This design comes from an exercise in tuning for small area and few clock cycles on the open sky130 flow, not from production work. Only simulation tests tie the RTL to the original design; equivalence was not proved. Power figures rest on the tool's default switching activity, not on a simulated workload.

## lifx_assembler
module lifx_assembler (
    input  wire         clk,
    input  wire         rst,
    input  wire         req_valid,
    output wire         req_ready,
    input  wire [11:0]  hdr_protocol,
    input  wire         hdr_addressable,
    input  wire         hdr_tagged,
    input  wire [1:0]   hdr_origin,
    input  wire [31:0]  hdr_source,
    input  wire [63:0]  hdr_target,
    input  wire [47:0]  hdr_site_id,
    input  wire         hdr_res_required,
    input  wire         hdr_ack_required,
    input  wire [7:0]   hdr_sequence,
    input  wire [63:0]  hdr_timestamp,
    input  wire [15:0]  pld_type,
    input  wire [511:0] pld_data,
    output wire         tx_valid,
    output wire         tx_last,
    output wire [7:0]   tx_data,
    input  wire         tx_ready,
    output wire         res_valid,
    output wire [3:0]   res_status
);
    wire       reg_known;
    wire [6:0] reg_size;
    wire [3:0] reg_rsv;
    lifx_registry u_registry (
        .mtype (pld_type),
        .known (reg_known),
        .rsv   (reg_rsv),
        .size  (reg_size)
    );
    reg  [6:0]  idx;
    wire [6:0]  idx_d;
    wire        nknown;
    wire [99:0] nsel;
    wire [7:0]  mask;
    lifx_control u_control (
        .idx       (idx),
        .known     (reg_known),
        .size      (reg_size),
        .rsv       (reg_rsv),
        .req_valid (req_valid),
        .rst       (rst),
        .tx_ready  (tx_ready),
        .idx_d     (idx_d),
        .tx_valid  (tx_valid),
        .tx_last   (tx_last),
        .req_ready (req_ready),
        .res_valid (res_valid),
        .nknown    (nknown),
        .nsel      (nsel),
        .mask      (mask)
    );
    always @(posedge clk)
        idx <= idx_d;
  ...
For scale: ~4700 µm² of cells after synthesis.
clock: 8.0 ns
lec_check: 0
cap_margin: 20
core_area: 5 5 275 275
cts_buf_list: sky130_fd_sc_hd__clkbuf_2
die_area: 0 0 280 280
slew_margin: 20
synth_hierarchical: 1
synth_minimum_keep_size: 0
standard.sh (not shown) runs the stock make flow with config.mk's settings and CLKGATE_MAP_FILE= SYNTH_SCRIPT=/design/flow/synth_recipe.tcl, a recipe that flattens the netlist after the stock synthesis.
==> flow/flow/run.sh <==
#!/bin/bash
# The standard layout (standard.sh), with these changes to how the layout
# is made:
#  - the port buffers are the smallest buffer cell (buf_1) instead of the cell
#    buffer_ports picks by default;
#  - before floorplanning, every combinational cell is given the smallest drive
#    strength of its function (flow/downsize.tcl); the flow's repair steps
#    size cells up again where timing, slew or load need it;
#  - power recovery (downsizing gates off the critical paths) after global
#    routing.
# Each ORFS step writes its full log under orfs/logs/; make's output goes to
# orfs_make.log.
set -euo pipefail
here=$(pwd)
bash standard.sh \
  'BUFFER_PORTS_ARGS=-buffer_cell sky130_fd_sc_hd__buf_1' \
  "PRE_FLOORPLAN_TCL=$here/flow/downsize.tcl" \
  RECOVER_POWER=100 \
  finish > orfs_make.log 2>&1
==> flow/flow/downsize.tcl <==
# Before floorplanning: give every combinational cell the smallest drive
# strength of its function (same cell name but for the _N size suffix), unless
# it drives more than 3 pins. The
# flow's own timing and design repair size cells up again where needed.
set ds_count 0
set ds_saved 0.0
foreach inst [get_cells *] {
  set lc [get_lib_cells -of_objects $inst]
  set name [get_name $lc]
  if {![regexp {^(sky130_fd_sc_hd__[a-z0-9]+)_([0-9]+)$} $name -> base size]} { continue }
  if {[regexp {^sky130_fd_sc_hd__(df|edf|sdf|dl|sdl|einv|ebuf)} $base]} { continue }
  if {[regexp {^sky130_fd_sc_hd__(buf|clkbuf|clkdlybuf|dlygate|dlymetal|inv|clkinv|conb|lpflow|probe|diode|tap|fill|decap)} $base]} { continue }
  # keep cells that drive many pins at the size synthesis chose
  set loads 0
  foreach pin [get_pins -of_objects $inst -filter "direction == output"] {
    foreach net [get_nets -of_objects $pin] {
      incr loads [llength [get_pins -of_objects $net -filter "direction == input"]]
    }
  }
  if {$loads > 3} { continue }
  set best $lc
  set best_area [get_property $lc area]
  foreach cand [get_lib_cells ${base}_*] {
    set cn [get_name $cand]
    if {![regexp "^${base}_\[0-9\]+\$" $cn]} { continue }
    if {[get_property $cand dont_use]} { continue }
    set ca [get_property $cand area]
    if {$ca < $best_area} { set best $cand; set best_area $ca }
  }
  if {$best ne $lc} {
    set ds_saved [expr {$ds_saved + [get_property $lc area] - $best_area}]
    replace_cell $inst $best
    incr ds_count
  }
}
puts "downsize: replaced $ds_count cells, [format %.1f $ds_saved] um2 less"
Testbench counts at the start, summed over its fixed seeds: cycles 77,707.
Change:
CAP_MARGIN = 35   (was 20)
GPL_TIMING_DRIVEN = 0   (was unset)
SLEW_MARGIN = 35   (was 20)
Power is higher by a few percent.
Worst hold slack hardly moves.
Wire length is lower slightly.
Worst setup slack degrades by 0.38 ns.
Count of clock-buffer cells in the layout is unchanged.
Core utilization grows by 0.27 points.
Non-clock buffer count goes down by 2.
Critical path depth shrinks by 3.
Register-to-register slack gets better by 0.41 ns.
Cell area is higher by a few percent.
Change:
CAP_MARGIN = 10   (was 35)
GPL_TIMING_DRIVEN = unset   (was 0)
SLEW_MARGIN = 10   (was 35)
This time the run completed and failed the layout checks on capacitance limit, slew limit.
Sequential share of layout area hardly moves.
Critical path depth came out lower by 4.
Clock power decreases by a few percent.
Die area is unchanged.
Synthesized cell count does not change.
Register-to-register slack is worse by 1.7 ns.
Routed wire length hardly moves.
Maximum frequency goes up by a few percent.
Non-clock buffer count climbs by 1.
Synthesized area is unchanged.
Global-route usage goes up by 0.22 points.

---

Starting RTL as in the previous note.
Design lifx_assembler, start of the top module:
module lifx_assembler (
    input  wire         clk,
    input  wire         rst,
    input  wire         req_valid,
    output wire         req_ready,
    input  wire [11:0]  hdr_protocol,
    input  wire         hdr_addressable,
    input  wire         hdr_tagged,
    input  wire [1:0]   hdr_origin,
    input  wire [31:0]  hdr_source,
    input  wire [63:0]  hdr_target,
    input  wire [47:0]  hdr_site_id,
    input  wire         hdr_res_required,
    input  wire         hdr_ack_required,
    input  wire [7:0]   hdr_sequence,
    input  wire [63:0]  hdr_timestamp,
    input  wire [15:0]  pld_type,
    input  wire [511:0] pld_data,
    output wire         tx_valid,
    output wire         tx_last,
    output wire [7:0]   tx_data,
    input  wire         tx_ready,
    output wire         res_valid,
    output wire [3:0]   res_status
);
clock: 8.0 ns
lec_check: 0
cap_margin: 20
core_area: 5 5 215 215
cts_buf_list: sky130_fd_sc_hd__clkbuf_2
die_area: 0 0 220 220
place_density: 0.8
slew_margin: 20
synth_hierarchical: 1
synth_minimum_keep_size: 0
==> flow/flow/run.sh <==
#!/bin/bash
# The standard layout (standard.sh), with these changes to how the layout
# is made:
#  - the port buffers are the smallest buffer cell (buf_1) instead of the cell
#    buffer_ports picks by default;
#  - before floorplanning, every combinational cell is given the smallest drive
#    strength of its function (flow/downsize.tcl); the flow's repair steps
#    size cells up again where timing, slew or load need it;
#  - power recovery (downsizing gates off the critical paths) after global
#    routing;
#  - pins may sit on neighbouring routing tracks (place_pins -min_distance 1
#    -min_distance_in_tracks), so that all ports fit on a smaller die.
# Each ORFS step writes its full log under orfs/logs/; make's output goes to
# orfs_make.log.
set -euo pipefail
here=$(pwd)
bash standard.sh \
  'BUFFER_PORTS_ARGS=-buffer_cell sky130_fd_sc_hd__buf_1' \
  "PRE_FLOORPLAN_TCL=$here/flow/downsize.tcl" \
  RECOVER_POWER=100 \
  "PLACE_PINS_ARGS=-min_distance 1 -min_distance_in_tracks" \
  finish > orfs_make.log 2>&1
Scripts as last shown in full above: flow/flow/downsize.tcl
Testbench counts at the start, summed over its fixed seeds: cycles 77,707.
Edit:
Settings changed: PLACE_DENSITY 0.8 to not set.
Final area drops by about 0.7%.
Synthesized area stays the same.
Hold slack stays flat.
Maximum frequency came out lower by 3.9%.
Power rose by about 1.8%.
Worst setup slack loses 0.26 ns.
Clock power went down by about 5%.

==> afterwards: timing with drivers on the ports <==
How much do the figures lean on ideal ports? The routed layouts below were timed once more, with nothing changed but the port constraints.
Step 1 (the two cells are an assumption about what drives the block):
set clk [get_ports {clk}]
set_driving_cell -lib_cell sky130_fd_sc_hd__clkbuf_16 $clk
set_driving_cell -lib_cell sky130_fd_sc_hd__buf_2 [delete_from_list [all_inputs] $clk]
Step 2 times the ports against the registers' clock, not the clock port: input delays grow and output delays shrink by t, the midpoint of the rising clock arrivals with the driver on.
Three values: ideal, step 1, step 2; two values: the first two.
run	shift t [ns]	setup slack, ns	cell pins on the clock port's net
the first run of note 1	0.258	1.333 / 1.263 / 1.263	1
the second run of note 1	0.268	0.952 / 0.897 / 0.897	1
the third run of note 1	0.255	1.234 / 1.197 / 1.292	1
the first run of note 2	0.270	1.566 / 1.539 / 1.539	1
the second run of note 2	0.255	1.303 / 1.265 / 1.265	1
For the first run of note 1, which loses most, drivers alone change the setup slack by -0.070 ns; drivers and shift together by -0.070 ns.
